Context: an optimization exercise on an open-source flow, tuned for small area, a short achievable clock period and few clock cycles. The choices shown serve that exercise and are no tape-out recipe.
Power is estimated from default activity; no workload was simulated.

==> run a <==
// bayer_unpack
module bayer_unpack (
    input  wire        clk,
    input  wire        rst,             
    input  wire        start,
    input  wire [11:0] cfg_width,
    input  wire [11:0] cfg_height,
    input  wire [31:0] cfg_mode,
    input  wire [15:0] cfg_stride,
    input  wire [31:0] cfg_src_len,
    output wire [1:0]  state,
    output wire [3:0]  err,
    output wire [3:0]  errfield,
    output wire [12:0] row,
    output wire [31:0] fault_addr,
    output wire        src_req,
    output wire [31:0] src_addr,
    input  wire        src_gnt,
    input  wire        src_rvalid,
    input  wire [7:0]  src_rdata,
    output wire        dst_we,
    output wire [25:0] dst_addr,
    output wire [7:0]  dst_wdata,
    input  wire        dst_ready
);
    localparam integer DD = 4;    
    localparam integer TD = 3;    
    localparam integer ED = 4;    
    localparam [1:0] ST_IDLE = 2'd0, ST_RUN = 2'd1, ST_DONE = 2'd2, ST_FAIL = 2'd3;
    localparam [3:0] PH_PI  = 4'd0,  PH_PRE = 4'd1,  PH_FLT = 4'd2,  PH_FLT2 = 4'd3,
                     PH_WI0 = 4'd4,  PH_WI1 = 4'd5,  PH_RS  = 4'd6,  PH_RUN  = 4'd7,
                     PH_Z   = 4'd8,  PH_T1  = 4'd9,  PH_T2  = 4'd10, PH_END  = 4'd11,
                     PH_PI1 = 4'd12;
    function [31:0] add32;
        input [31:0] a, b;
        input        ci;
        reg   [31:0] g, p, gg, pp, gn, pn;
        integer l, i, j;
        begin
            g = a & b;
            p = a ^ b;
            gg = g;
            pp = p;
            gg[0] = g[0] | (p[0] & ci);
            for (l = 0; l < 5; l = l + 1) begin
                gn = gg;
                pn = pp;
                for (i = 0; i < 32; i = i + 1)
                    if (((i >> l) & 1) == 1) begin
                        j = ((i >> l) << l) - 1;
                        gn[i] = gg[i] | (pp[i] & gg[j]);
                        pn[i] = pp[i] & pp[j];
                    end
                gg = gn;
                pp = pn;
            end
            add32 = p ^ {gg[30:0], ci};
        end
    endfunction
    function gt32;
        input [31:0] a, b;
        reg   [31:0] g, p, gg, pp, gn, pn;
        integer l, i, j;
        begin
            g = a & ~b;
            p = ~(a ^ b);
            gg = g;
            pp = p;
            for (l = 0; l < 5; l = l + 1) begin
                gn = gg;
  ...
Settings: LEC_CHECK=0, CAP_MARGIN=20, CORE_MARGIN=2, CORE_UTILIZATION=55, CTS_BUF_LIST=sky130_fd_sc_hd__clkbuf_8, SETUP_SLACK_MARGIN=4.5, SLEW_MARGIN=20; clock period 8.0 ns.
run.sh (not shown) runs the stock make flow with config.mk's settings and CLKGATE_MAP_FILE= SYNTH_SCRIPT=/design/flow/synth_recipe.tcl, a recipe that flattens the netlist after the stock synthesis.
==> inputs of run b, as changes to run a <==
--- a/flow/design.v
+++ b/flow/design.v
@@ -99,29 +99,30 @@
         end
     endfunction
     reg [11:0] w_q, h_q;
     reg        p12_q, cmp_q, bin_q, snz_q;
     reg [3:0]  sel_q;         
     reg [15:0] stride_q;
+    reg [16:0] rb_q;          
     reg [28:0] sl_q;          
     reg [1:0]  st_q;
     reg [1:0]  err_q;
-    reg [1:0]  ef_q;          
+    reg        fgeo_q;
     reg [12:0] row_q;
     reg [3:0]  ph_q;
     wire [7:0] in_prec = cfg_mode[7:0];
     wire [3:0] in_sel  = cfg_mode[19:16];
     wire       prec_ok = (in_prec == 8'd10) || (in_prec == 8'd12);
     wire [8:0] geom_prod = cfg_width[2:0] * cfg_height[2:0] * in_prec[2:0];
     wire       geom_ok = (geom_prod[2:0] == 3'd0);
     wire       start_ok = start && (st_q != ST_RUN);
     wire [4:0]  swb  = cmp_q ? (p12_q ? 5'd12 : 5'd10) : 5'd16;
     wire [31:0] rb_c = add32({15'd0, w_q, 5'd0} & {32{~cmp_q}} | {16'd0, w_q, 4'd0} & {32{cmp_q}},
                              cmp_q ? (p12_q ? {17'd0, w_q, 3'd0} : {18'd0, w_q, 2'd0}) : 32'd0,
                              1'b0);
-    wire [18:0] pitch = snz_q ? {stride_q, 3'b000} : rb_c[18:0];
+    wire [18:0] pitch = snz_q ? {stride_q, 3'b000} : {2'b00, rb_q};
     wire        bdr = sel_q[1] | sel_q[0];
     wire        bdc = sel_q[1] | (~sel_q[0] & sel_q[3]);
     reg [31:0] bp;            
     reg        sec;           
     reg [11:0] xc;            
     reg        hf;            
@@ -154,18 +155,16 @@
     wire       rx_emit = src_rvalid && thead[3];
     wire [15:0] rwin   = {src_rdata, prev};
     wire [7:0] aligned = (thead[2:0] == 3'd0) ? src_rdata : (rwin >> thead[2:0]);
     wire       ehead   = emem[0];
     wire [1:0] wpat    = ehead ? {sel_q[0], sel_q[1]} : {sel_q[2], sel_q[3]};
     wire       w_isd   = bin_q || (hw ? wpat[0] : wpat[1]);
-    reg        we_q;
-    reg  [7:0] wdata_q;
-    wire       w_free  = !we_q || dst_ready;
-    wire       w_load  = w_free && ecnt[0] && (!w_isd || dcnt[0]);
-    wire       pop_d   = w_load && w_isd;
-    wire       pop_e   = w_load && (bin_q || hw);
+    wire       w_pres  = ecnt[0] && (!w_isd || dcnt[0]);
+    wire       w_acc   = w_pres && dst_ready;
+    wire       pop_d   = w_acc && w_isd;
+    wire       pop_e   = w_acc && (bin_q || hw);
     reg [3:0]  ph_n;
     reg        bp_en;
     reg        push_e;
     function [5:0] runxop;
         input       sec_i;
         input [2:0] o_i;
@@ -292,13 +291,13 @@
             n_xc1 = (w_q == 12'd1);
         end
     end
     wire [5:0] xs_n = runxop(n_sec, n_o, n_hf, n_xc1, step2, pat01, cmp_q, p12_q);
     wire [20:0] op_pitch  = {2'b00, pitch};
     wire [20:0] op_pitchr = bin_q ? {1'b0, pitch, 1'b0} : {2'b00, pitch};
-    wire [20:0] op_nrb    = {4'hf, ~rb_c[16:0]};
+    wire [20:0] op_nrb    = {4'hf, ~rb_q};
     reg  [20:0] xop_ph;
     always @(*) begin
         case (ph_n)
             PH_PI1:         xop_ph = {4'd0, rb_c[16:0]};
             PH_PRE, PH_WI1: xop_ph = op_pitch;
             PH_FLT, PH_T2:  xop_ph = op_nrb;
@@ -313,17 +312,15 @@
     wire        cin_n = (ph_n == PH_FLT) || (ph_n == PH_T2);
     integer i;
     always @(posedge clk) begin
         if (rst) begin
             st_q   <= ST_IDLE;
             err_q  <= 2'd0;
-            ef_q   <= 2'd0;
+            fgeo_q <= 1'b0;
             row_q  <= 13'd0;
-            sl_q   <= 29'd0;
             rq_v   <= 1'b0;
-            we_q   <= 1'b0;
             dcnt   <= {DD{1'b0}};
             ocnt   <= {DD{1'b0}};
             tcnt   <= {TD{1'b0}};
             ecnt   <= {ED{1'b0}};
             hw     <= 1'b0;
         end else if (start_ok) begin
@@ -338,32 +335,32 @@
             sl_q     <= (cfg_src_len[31:29] != 3'd0) ? 29'h1fffffff : cfg_src_len[28:0];
             row_q    <= 13'd0;
             bp       <= 32'd512;
             ph_q     <= PH_PI;
             rp       <= 1'b0;
             hw       <= 1'b0;
-            ef_q     <= 2'd0;
+            fgeo_q   <= 1'b0;
             err_q    <= 2'd0;
             if (in_sel == 4'd0) begin
-                st_q <= ST_FAIL; err_q <= 2'd1; ef_q <= 2'd1; sl_q <= 29'd0;
+                st_q <= ST_FAIL; err_q <= 2'd1;
             end else if (!prec_ok) begin
-                st_q <= ST_FAIL; err_q <= 2'd2; ef_q <= 2'd2; sl_q <= 29'd0;
+                st_q <= ST_FAIL; err_q <= 2'd2;
             end else if (!geom_ok) begin
-                st_q <= ST_FAIL; err_q <= 2'd2; ef_q <= 2'd3; sl_q <= 29'd0;
+                st_q <= ST_FAIL; err_q <= 2'd2; fgeo_q <= 1'b1;
             end else if (cfg_height == 12'd0 || cfg_width == 12'd0) begin
                 st_q  <= ST_DONE;
-                sl_q  <= 29'd0;
                 row_q <= {cfg_height, 1'b0};
             end else begin
                 st_q <= ST_RUN;
             end
         end else if (st_q == ST_RUN) begin
             ph_q <= ph_n;
             if (bp_en) bp <= bp_sum;
             xop_q <= xop_n;
             cin_q <= cin_n;
+            if (ph_q == PH_PI) rb_q <= rb_c[16:0];
             if (ph_q == PH_PRE && !pre_end && !hi_bad)
                 row_q <= row_q[0] ? {row_inc[11:0], 1'b0} : {row_q[12:1], 1'b1};
             if (ph_q == PH_FLT2) begin
                 if (hi_bad) sl_q <= bp[31:3];
                 st_q  <= ST_FAIL;
                 err_q <= 2'd3;
@@ -423,33 +420,27 @@
                 if (pop_e) begin
                     if (push_e && e_last[i]) emem[i] <= rp;
                     else if (i < ED - 1) emem[i] <= emem[i + 1];
                 end else if (push_e && e_free[i]) emem[i] <= rp;
             end
             ecnt <= ecnt_n;
-            if (we_q && dst_ready) sl_q <= sl_inc[28:0];
-            if (w_load) begin
-                we_q    <= 1'b1;
-                wdata_q <= w_isd ? dmem[0] : 8'd0;
-                hw      <= !bin_q && !hw;
-            end else if (dst_ready) begin
-                we_q    <= 1'b0;
+            if (w_acc) begin
+                sl_q <= sl_inc[28:0];
+                hw   <= !bin_q && !hw;
             end
-            if (ph_q == PH_END && !ecnt[0] && w_free) begin
+            if (ph_q == PH_END && !ecnt_n[0]) begin
                 st_q <= ST_DONE;
                 rq_v <= 1'b0;
-                we_q <= 1'b0;
-                sl_q <= 29'd0;
             end
         end
     end
     assign state      = st_q;
     assign err        = {2'b00, err_q};
-    assign errfield   = {2'b00, ef_q};
+    assign errfield   = (err_q == 2'd1) ? 4'd1 : (err_q == 2'd2) ? (fgeo_q ? 4'd3 : 4'd2) : 4'd0;
     assign row        = row_q;
-    assign fault_addr = {3'b000, sl_q};    
+    assign fault_addr = (err_q == 2'd3) ? {3'b000, sl_q} : 32'd0;
     assign src_req    = rq_v;
     assign src_addr   = {3'b000, bp[31:3]};
-    assign dst_we     = we_q;
+    assign dst_we     = (st_q == ST_RUN) && w_pres;
     assign dst_addr   = sl_q[25:0];
-    assign dst_wdata  = wdata_q;
+    assign dst_wdata  = w_isd ? dmem[0] : 8'd0;
 endmodule
CORE_UTILIZATION = 40   (was 55)
CTS_BUF_LIST = unset   (was sky130_fd_sc_hd__clkbuf_8)
SETUP_SLACK_MARGIN = 4   (was 4.5)
==> summary of the runs <==
Sequential cell count: run a is lower than run b (5).
In run b the synthesized area is larger than in run a, by 2.9%.
Between run a and run b, the lower clock skew is in run a (gap 0.0059 ns).
Sequential power: run b is larger than run a (about 3%).
Against run b, the combinational power of run a is higher by about 24%.
In run b the cell area is lower than in run a, by 2.7%.
Core utilization: run a is higher than run b (22 points).
Of run a and run b, run b has the higher clock power (gap about 10%, measured against run b).
Against run b, the register-to-register slack of run a is better by 0.09 ns.
Function was not checked in any run of this note: the RTL went through the layout flow alone.

static timing again, ports no longer ideal:
Ports are ideal in the flow. The routed layouts listed here were re-timed in OpenROAD.
Step 1 (the two cells are an assumption about what drives the block):
set clk [get_ports {clk}]
set_driving_cell -lib_cell sky130_fd_sc_hd__clkbuf_16 $clk
set_driving_cell -lib_cell sky130_fd_sc_hd__buf_2 [delete_from_list [all_inputs] $clk]
Step 2 adds t to the input delays and takes it off the output delays; t is the mean of the earliest and latest rising clock arrival at the registers after step 1. Input paths then give back, and output paths get back, about the clock's delay inside the block.
Three values: no drivers, after step 1, after step 2; two values: the first two.
run | t, ns | setup slack, ns | worst register clock-pin slew, ns
run a | 0.611 | 4.265 / 4.265 / 3.793 | 0.07 / 0.07
run b | 0.627 | 4.073 / 4.032 / 3.453 | 0.06 / 0.06
After both steps setup and hold are still met in every run listed. For run b, which loses most, drivers alone change the setup slack by -0.041 ns; drivers and shift together by -0.620 ns.
